This is an optimization exercise on Yosys and OpenROAD, whose aim is small area, a short achievable clock period and few clock cycles per item, not a production implementation. Only simulation tests tie the RTL to the original design; equivalence was not proved.

## flow/design.v (module list and top-level ports; edited modules follow where they fit)
// module yuv2rgb: 1246 lines
// module fa: 4 lines
// module ha: 4 lines
// module ao: 3 lines
// module aoa: 4 lines
module yuv2rgb (
    input  wire       clk,
    input  wire       rst,
    input  wire       in_valid,
    output wire       in_ready,
    input  wire [7:0] in_y,
    input  wire [7:0] in_u,
    input  wire [7:0] in_v,
    output wire       out_valid,
    input  wire       out_ready,
    output wire [7:0] out_r,
    output wire [7:0] out_g,
    output wire [7:0] out_b,
    output wire [7:0] out_luma
);
  // ...
==> flow/flow/run.sh <==
#!/bin/bash
# Standard ORFS layout (the standard.sh), with timing repair asked to leave
# 11 ns of setup slack at the design's 16 ns clock, so that the resizer works
# on the critical paths. Clock period, I/O constraints and all other steps are
# the standard ones.
set -euo pipefail
bash standard.sh SETUP_SLACK_MARGIN=11 finish > standard_flow.log 2>&1
==> flow/standard.sh <==
#!/bin/bash
# synth_recipe.tcl (not shown) runs the flow's synth.tcl, then flattens the netlist and writes it again
# the make line also repeats each setting of config.mk as NAME=value (left out here)
make -C /OpenROAD-flow-scripts/flow DESIGN_CONFIG=/design/flow/config.mk WORK_HOME=/design/flow/orfs CLKGATE_MAP_FILE= SYNTH_SCRIPT=/design/flow/synth_recipe.tcl "${@:-finish}"
==> flow/config.mk <==
export PLATFORM = sky130hd
export DESIGN_NAME = yuv2rgb
export DESIGN_NICKNAME = yuv2rgb
export VERILOG_FILES = /design/flow/design.v
export SDC_FILE = /design/flow/constraint.sdc
export NUM_CORES = 4
export LEC_CHECK = 0
export CAP_MARGIN = 20
export CORE_MARGIN = 2
export CORE_UTILIZATION = 40
export SLEW_MARGIN = 20
export SYNTH_HIERARCHICAL = 1
export SYNTH_MINIMUM_KEEP_SIZE = 0
==> flow/constraint.sdc <==
create_clock -name core_clock -period 16.0 [get_ports {clk}]
set_input_delay 3.2000 -clock core_clock [delete_from_list [all_inputs] [get_ports {clk}]]
set_output_delay 3.2000 -clock core_clock [all_outputs]
set_load 0.01 [all_outputs]
==> results.py, run 1 <==
metrics = {
    "synth": {
        "syn-num-nets": 1326,
        "synth_fa_ha_area_frac": 0.487,
        "synth_cell_type_count": 24,
        "synth_area_um2": 12600,
        "synth_top_area_share": 0.401,
    },
    "grt": {
        "gr-total-overflow": 0,
        "use_met2": 0.309,
        "gr-max-usage-layer": "met2",
    },
    "critical_path": {
        "r2r-end": "s3_l[7]$_DFFE_PP_",
        "cp.required_ns": 16.12,
        "cp-endpoint": "s3_l[7]$_DFFE_PP_",
        "path_delay_family": "adder cells",
    },
    "timing": {
        "tightest_slew_ns": 0.796,
        "clock.fmax_ghz": 0.205,
    },
    "detailed_routing": {
        "via_per_inst": 5.03,
        "drt_iter0_markers": 419,
        "drc": 0,
        "num_vias": 7532,
    },
    "outcome": {
        "status": "no timing/DRC/antenna violations",
    },
    "die": {
        "initial_core_util": 0.408,
    },
    "cells_and_area": {
        "seq_share": 0.204,
        "postLayoutCoreUtil": 0.470,
        "nClkBuffers": 10,
        "multi_input_area_share": 0.642,
    },
}
Testbench counts, summed over its fixed seeds: cycles 16,024, items 16,000.
==> run 2, diff against run 1 <==
==> flow/flow/run.sh (replaced) <==
#!/bin/bash
# Standard ORFS layout (the standard.sh) with two changes in how it is made:
#  - the port buffers buffer_ports inserts are sky130_fd_sc_hd__buf_1 cells
#    (every input and output port still gets its own buffer);
#  - timing repair is asked to leave 11 ns of setup slack at the design's
#    16 ns clock, so the resizer works on the critical paths.
# Clock period, I/O constraints and all other steps are the standard ones.
set -euo pipefail
export BUFFER_PORTS_ARGS="-buffer_cell sky130_fd_sc_hd__buf_1"
bash standard.sh SETUP_SLACK_MARGIN=11 finish > standard_flow.log 2>&1
--- a/flow/config.mk
+++ b/flow/config.mk
@@ -8,6 +8,7 @@
 export CAP_MARGIN = 20
 export CORE_MARGIN = 2
 export CORE_UTILIZATION = 40
+export CTS_BUF_LIST = sky130_fd_sc_hd__clkbuf_8
 export SLEW_MARGIN = 20
 export SYNTH_HIERARCHICAL = 1
 export SYNTH_MINIMUM_KEEP_SIZE = 0
==> results.py, run 2 <==
metrics = {
    "synth": {
        "syn_inst": 959,
        "synth_fa_ha_area_frac": 0.487,
        "yosys_warnings": 7,
        "syn_avg_cell_area_um2": 13.1,
        "synth_area_um2": 12600,
        "syn-num-nets": 1326,
        "synthXorXnorAreaFrac": 0.0264,
        "synth_most_common_cell": "fa_1",
        "synth_common_cells": "fa_1 (252), a21o_1 (150), and2_1 (141), ha_1 (87), inv_1 (81)",
        "synth_top_area_cell": "fa_1",
        "yosys-mux-area-fraction": 0.0276,
        "synth_cell_type_count": 24,
        "ys_top_cells_by_area": "fa_1 (40%), edfxtp_1 (19%), a21o_1 (8.9%)",
        "synth_top_area_share": 0.401,
        "synthArstFlopShare": 0,
        "ys.flop_type": "edfxtp_1",
        "seq_area_frac_synth": 0.235,
        "yosys.area_share.simple": 0.0931,
        "synth_edf_count": 80,
        "synth_compound_area_frac": 0.102,
        "synth-seq-cells": 108,
        "synth_top_family_by_area": "adder cells",
    },
    "cells_and_area": {
        "n_fill_cell": 2820,
        "n_antenna_cell": 0,
        "drive_gt1_frac": 0.139,
        "fin_nets": 1451,
        "areaGrowthSynthToFinish_pct": 11.2,
        "final_common_cell": "fa_1",
        "final_cell_mix": "fa_1 (252), a21o_1 (149), and2_1 (141)",
    },
    "detailed_routing": {
        "num_vias": 7625,
        "wl_per_cell_um": 19.5,
        "route.met3.wl_mm": 1.70,
        "drc": 0,
        "drt_first_pass_iters": 4,
        "via_per_inst": 5.13,
        "drt_iter0_markers": 450,
        "wl_met1_mm": 13.0,
        "route.met2.wl_mm": 13.8,
        "drt_wl_total_mm": 28.9,
        "antenna_left": 0,
        "top_layer": "met4",
    },
    "timing": {
        "rsz0062_at_grt": "no",
        "clock.fmax_ghz": 0.205,
        "final-max-slew-violation-count": 0,
        "fin_crit_sh": 0.304,
        "final_hold_viol_count": 0,
        "tightest_slew_ns": 0.794,
        "fin_ws_ns": 11.13,
        "skew_ns": 0.0249,
        "hold_ws_ns": 0.466,
        "slew_headroom": 0.471,
        "layout_min_cycle_time_ns": 4.87,
        "setup-violations-final": 0,
        "tns_ns": 0,
    },
    "critical_path": {
        "path_buf_inv": 0,
        "crit_top_cell": "fa_1",
        "cp_max_fo": 8,
        "critPathKind": "register to register",
        "cp-end-kind": "register",
        "worstPathArrival_ns": 5.04,
        "cpMaxStageDelayCell": "fa_1",
        "critPathMaxStageDelay_ns": 0.58,
        "start_kind": "register",
        "cp_cell_sequence": "fa_1, fa_1, fa_1, fa_1, fa_1, or2_2, and2_1, a21o_1, a21o_1, a21o_4, a21o_1, xnor2_2, xnor2_1",
        "cp.required_ns": 16.17,
        "path_delay_family": "adder cells",
    },
    "place": {
        "place_worst_setup_slack_ns": 10.54,
        "dp_hpwl_mm": 22.7,
        "gp_congestion": 0.880,
        "io_buffers": 61,
    },
    "cts": {
        "numClockSinks": 108,
        "clock-root-buffer": "clkbuf_8",
        "clkTransAtPathRegs_ns": 0.12,
        "cts-htree-levels": 3,
        "cts_tree": "built",
        "clk-insertion-delay-late_ns": 0.40,
        "clockBufferDepth": 2,
        "cts_buffers": 9,
        "hold_buffers": 0,
    },
    "worst_hold_path": {
        "hold_path_class": "register to register",
    },
    "grt": {
        "grt_pass1_vias": 8370,
        "gr-total-overflow": 0,
        "grtUsageTotal": 0.188,
        "grt_pass1_wl_mm": 46.8,
        "grt_max_degree": 86,
        "antenna_found_initial": 0,
    },
    "flow_run": {
        "drv_cap": 0,
    },
    "outcome": {
        "status": "no timing/DRC/antenna violations",
    },
    "die": {
        "placementRows": 64,
        "core_area_um2": 30800,
        "io_pins": 62,
        "die_area_um2": 32900,
        "initial_core_util": 0.408,
        "die_height_um": 181,
        "die_x_um": 181,
    },
}
## run 2: cell counts after synthesis
No cell type changed its count.
## run 2: logic make-up after synthesis
| family | after synthesis |
|---|---|
| adders and majority gates | 339 |
| and+or+nand+nor | 188 |
| AOI/OAI and AO/OA | 176 |
| DFF | 108 |
| buffers and inverters | 85 |
| xor gates and xnor gates | 38 |
| muxes | 25 |
## run 2: worst paths after layout
kind,cells past startpoint,from,endpoint,slack [ns]
setup / recovery,13,s2_r[0]$_SDFFCE_PP0P_,s3_l[7]$_DFFE_PP_,11.13
hold / removal,2,s2_v$_SDFFE_PP0P_,s3_v$_SDFFE_PP0P_,0.47
hold reg to reg,2,s2_v$_SDFFE_PP0P_,s3_v$_SDFFE_PP0P_,0.47
setup reg to reg,13,s2_r[0]$_SDFFCE_PP0P_,s3_l[7]$_DFFE_PP_,11.13
## run 2: layout make-up
type,count,area [µm²],share of cell area
Timing Repair Buffer,118,673,0.0481
Tap cell,396,495,0.0354
Clock buffer,9,124,0.00885
Clock inverter,7,97.6,0.00697
Inverter,81,335,0.0240
Sequential cell,108,2960,0.212
Multi-Input combinational cell,766,9310,0.665
## run 2: per-module statistics from Yosys, one instance, submodules excluded
module	times used	flops+latches
aoa	102	0
yuv2rgb	1	108
ao	48	0
fa	252	0
ha	35	0
## run 2: what timing repair did
| action | CTS | global route |
|---|---|---|
| cloned | 0 | 0 |
| setup endpoints to repair | 24 | 9 |
| gates resized for setup | 11 | 7 |
| pin swaps | 0 | 1 |
| buffers inserted | 31 | 20 |
## run 2: worst min-delay path, delay by kind of cell, from the launching register on
family	cells	cell delay, ns
flops	1	0.33
compound gates	1	0.05
buf+inv	1	0.05
## run 2: metrics by stage
| step | utilization | area [µm²] | cells |
|---|---|---|---|
| floorplan | - | 12600 | 959 |
| global placement | 0.432 | 13300 | 1418 |
| detailed placement | 0.432 | 13300 | 1418 |
| CTS | 0.448 | 13800 | 1465 |
| global route | 0.454 | 14000 | 1485 |
| finish | 0.454 | 14000 | 1485 |
## run 2: routing by layer
metal / vias up / global-route usage
li1: 3425 / -
met3: 26 / 0.0387
met1: 3968 / 0.258
met5: - / 0
met4: 0 / 0.0413
met2: 206 / 0.308
==> run 3, diff against run 2 <==
==> flow/flow/run.sh (replaced) <==
#!/bin/bash
# Standard ORFS layout (the standard.sh) with two changes in how it is made:
#  - the port buffers buffer_ports inserts are sky130_fd_sc_hd__buf_1 cells
#    (every input and output port still gets its own buffer);
#  - timing repair is asked to leave 12 ns of setup slack at the design's
#    16 ns clock, so the resizer works on the critical paths.
# Clock period, I/O constraints and all other steps are the standard ones.
set -euo pipefail
export BUFFER_PORTS_ARGS="-buffer_cell sky130_fd_sc_hd__buf_1"
bash standard.sh SETUP_SLACK_MARGIN=12 finish > standard_flow.log 2>&1
==> results.py, run 3 <==
metrics = {
    "die": {
        "die_area_um2": 32900,
        "die_x_um": 181,
        "core_area_um2": 30800,
        "die_height_um": 181,
        "placementRows": 64,
        "io_pins": 62,
        "initial_core_util": 0.408,
    },
    "synth": {
        "syn-num-nets": 1326,
        "yosys_warnings": 7,
        "synth_edf_count": 80,
        "synth_most_common_cell": "fa_1",
        "ys_top_cells_by_area": "fa_1 (40%), edfxtp_1 (19%), a21o_1 (8.9%)",
        "synthArstFlopShare": 0,
        "synth_top_area_share": 0.401,
        "synth_common_cells": "fa_1 (252), a21o_1 (150), and2_1 (141), ha_1 (87), inv_1 (81)",
        "synth_area_um2": 12600,
        "syn_inst": 959,
        "synth_top_area_cell": "fa_1",
        "ys.flop_type": "edfxtp_1",
        "synth-seq-cells": 108,
        "seq_area_frac_synth": 0.235,
        "syn_avg_cell_area_um2": 13.1,
        "synth_cell_type_count": 24,
    },
    "cts": {
        "cts_tree": "built",
        "clockBufferDepth": 2,
        "clock-root-buffer": "clkbuf_8",
        "cts-htree-levels": 3,
        "numClockSinks": 108,
        "clkTransAtPathRegs_ns": 0.10,
        "clk-insertion-delay-late_ns": 0.40,
        "cts_buffers": 9,
    },
    "detailed_routing": {
        "drt_iter0_markers": 469,
        "antenna_left": 0,
        "drc": 0,
        "num_vias": 7758,
        "drt_first_pass_iters": 5,
        "drt_wl_total_mm": 30.4,
        "wl_per_cell_um": 19.8,
        "via_per_inst": 5.05,
    },
    "worst_hold_path": {
        "hold_path_class": "register to register",
        "hold_depth": 2,
    },
    "grt": {
        "gr-total-overflow": 0,
        "grtUsageTotal": 0.196,
        "grt_pass1_vias": 8720,
        "grt_max_degree": 86,
        "grt_pass1_wl_mm": 49.0,
        "antenna_found_initial": 0,
    },
    "timing": {
        "slew_headroom": 0.677,
        "clock.fmax_ghz": 0.212,
        "final-max-slew-violation-count": 0,
        "layout_min_cycle_time_ns": 4.71,
        "tns_ns": 0,
        "hold_ws_ns": 0.446,
        "fin_crit_sh": 0.294,
        "fin_ws_ns": 11.29,
        "skew_ns": 0.0240,
        "rsz0062_at_grt": "yes",
        "setup-violations-final": 0,
        "final_hold_viol_count": 0,
        "tightest_slew_ns": 0.484,
    },
    "flow_run": {
        "drv_cap": 0,
    },
    "cells_and_area": {
        "drive_gt1_frac": 0.260,
        "areaGrowthSynthToFinish_pct": 18.5,
        "n_antenna_cell": 0,
        "final_cell_mix": "fa_1 (238), a21o_1 (148), and2_1 (137)",
        "fin_nets": 1502,
        "final_common_cell": "fa_1",
    },
    "critical_path": {
        "cp.required_ns": 16.15,
        "cp-end-kind": "register",
        "cp_max_fo": 7,
        "start_kind": "register",
        "critPathKind": "register to register",
        "ff2ff_path_depth": 14,
        "worstPathArrival_ns": 4.86,
    },
    "place": {
        "io_buffers": 61,
        "dp_hpwl_mm": 22.5,
        "gp_congestion": 0.898,
        "place_worst_setup_slack_ns": 10.75,
    },
    "outcome": {
        "status": "no timing/DRC/antenna violations",
    },
}
run 3: cell counts after synthesis:
Identical to the previous run, type by type.
run 3: kinds of logic after synthesis:
logic type | share of synthesized area
adder cells (fa/ha/maj) | 0.487
AND/OR/NAND/NOR | 0.0931
AO/OA/AOI/OAI | 0.102
flip-flops | 0.235
buffers and inverters | 0.0286
XOR/XNOR | 0.0264
multiplexers | 0.0276
run 3: metal layers:
layer / wire (µm) / vias up / track usage
li1: - / 3532 / -
met5: 0 / - / 0
met3: 1910 / 40 / 0.0457
met1: 13800 / 3955 / 0.273
met2: 14000 / 231 / 0.314
met4: 626 / 0 / 0.0472
run 3: per-module statistics from Yosys (local to each module, per instance):
module	copies in the design	flip-flops and latches
ao	48	0
ha	35	0
yuv2rgb	1	108
fa	252	0
aoa	102	0
run 3: area by class of cell:
type	instances	area [µm²]
fillers	2697	15900
multi-input cells	766	9680
flip-flops and latches	108	2970
repair buffers	169	1250
well taps	396	495
inverters	81	357
clock buffers	9	124
clock inverters	7	43.8
run 3: timing repair:
action / 4_1_cts / 5_1_grt
cloned: 1 / 0
buffers inserted: 97 / 6
setup endpoints to repair: 150 / 67
pin swaps: 34 / 28
hold buffers: 0 / 0
resized for setup: 71 / 60
run 3: per-stage QoR:
stage	utilization	instance area, µm²	instances
6_report	0.484	14900	1536
5_1_grt	0.484	14900	1536
4_1_cts	0.475	14700	1530
3_5_place_dp	0.434	13400	1416
3_3_place_gp	0.434	13400	1416
2_1_floorplan	-	12700	959
run 3: final timing paths:
path,from,end,slack (ns)
worst max-delay path,s2_g[5]$_SDFFCE_PN0P_,s3_l[7]$_DFFE_PP_,11.29
worst max register to register,s2_g[5]$_SDFFCE_PN0P_,s3_l[7]$_DFFE_PP_,11.29
worst min-delay path,s2_v$_SDFFE_PP0P_,s3_v$_SDFFE_PP0P_,0.45
worst min register to register,s2_v$_SDFFE_PP0P_,s3_v$_SDFFE_PP0P_,0.45
run 3: worst max-delay path, cell delays in order, from the launching register on:
cell,delay [ns]
edfxtp_1,0.46
inv_2,0.10
fa_1,0.52
fa_2,0.57
fa_2,0.45
fa_1,0.51
fa_2,0.44
or2_4,0.23
and2_4,0.13
a21o_1,0.18
a21o_1,0.20
a21o_4,0.25
a21o_1,0.18
xnor2_1,0.13
xnor2_1,0.13

==> re-timing with driven ports <==
Ports are ideal in the flow. The routed layouts listed here were re-timed in OpenROAD.
Step 1 assumes that a clkbuf_16 drives the clock port and a buf_2 every other input.
Step 2 times the ports against the registers' clock, not the clock port: input delays grow and output delays shrink by t, the midpoint of the rising clock arrivals with the driver on.
Three values: no drivers, after step 1, after step 2; two values: the first two.
| run | shift t [ns] | setup WS [ns] | slew at the worst register clock pin (ns) | worst slew at a driven data input, ns |
|---|---|---|---|---|
| run 1 | 0.405 | 11.128 / 11.121 / 11.128 | 0.08 / 0.08 | 0.05 |
| run 2 | 0.434 | 11.132 / 11.132 / 11.132 | 0.12 / 0.12 | 0.05 |
| run 3 | 0.433 | 11.291 / 11.291 / 11.291 | 0.12 / 0.12 | 0.05 |
After both steps setup and hold are still met in every run listed.
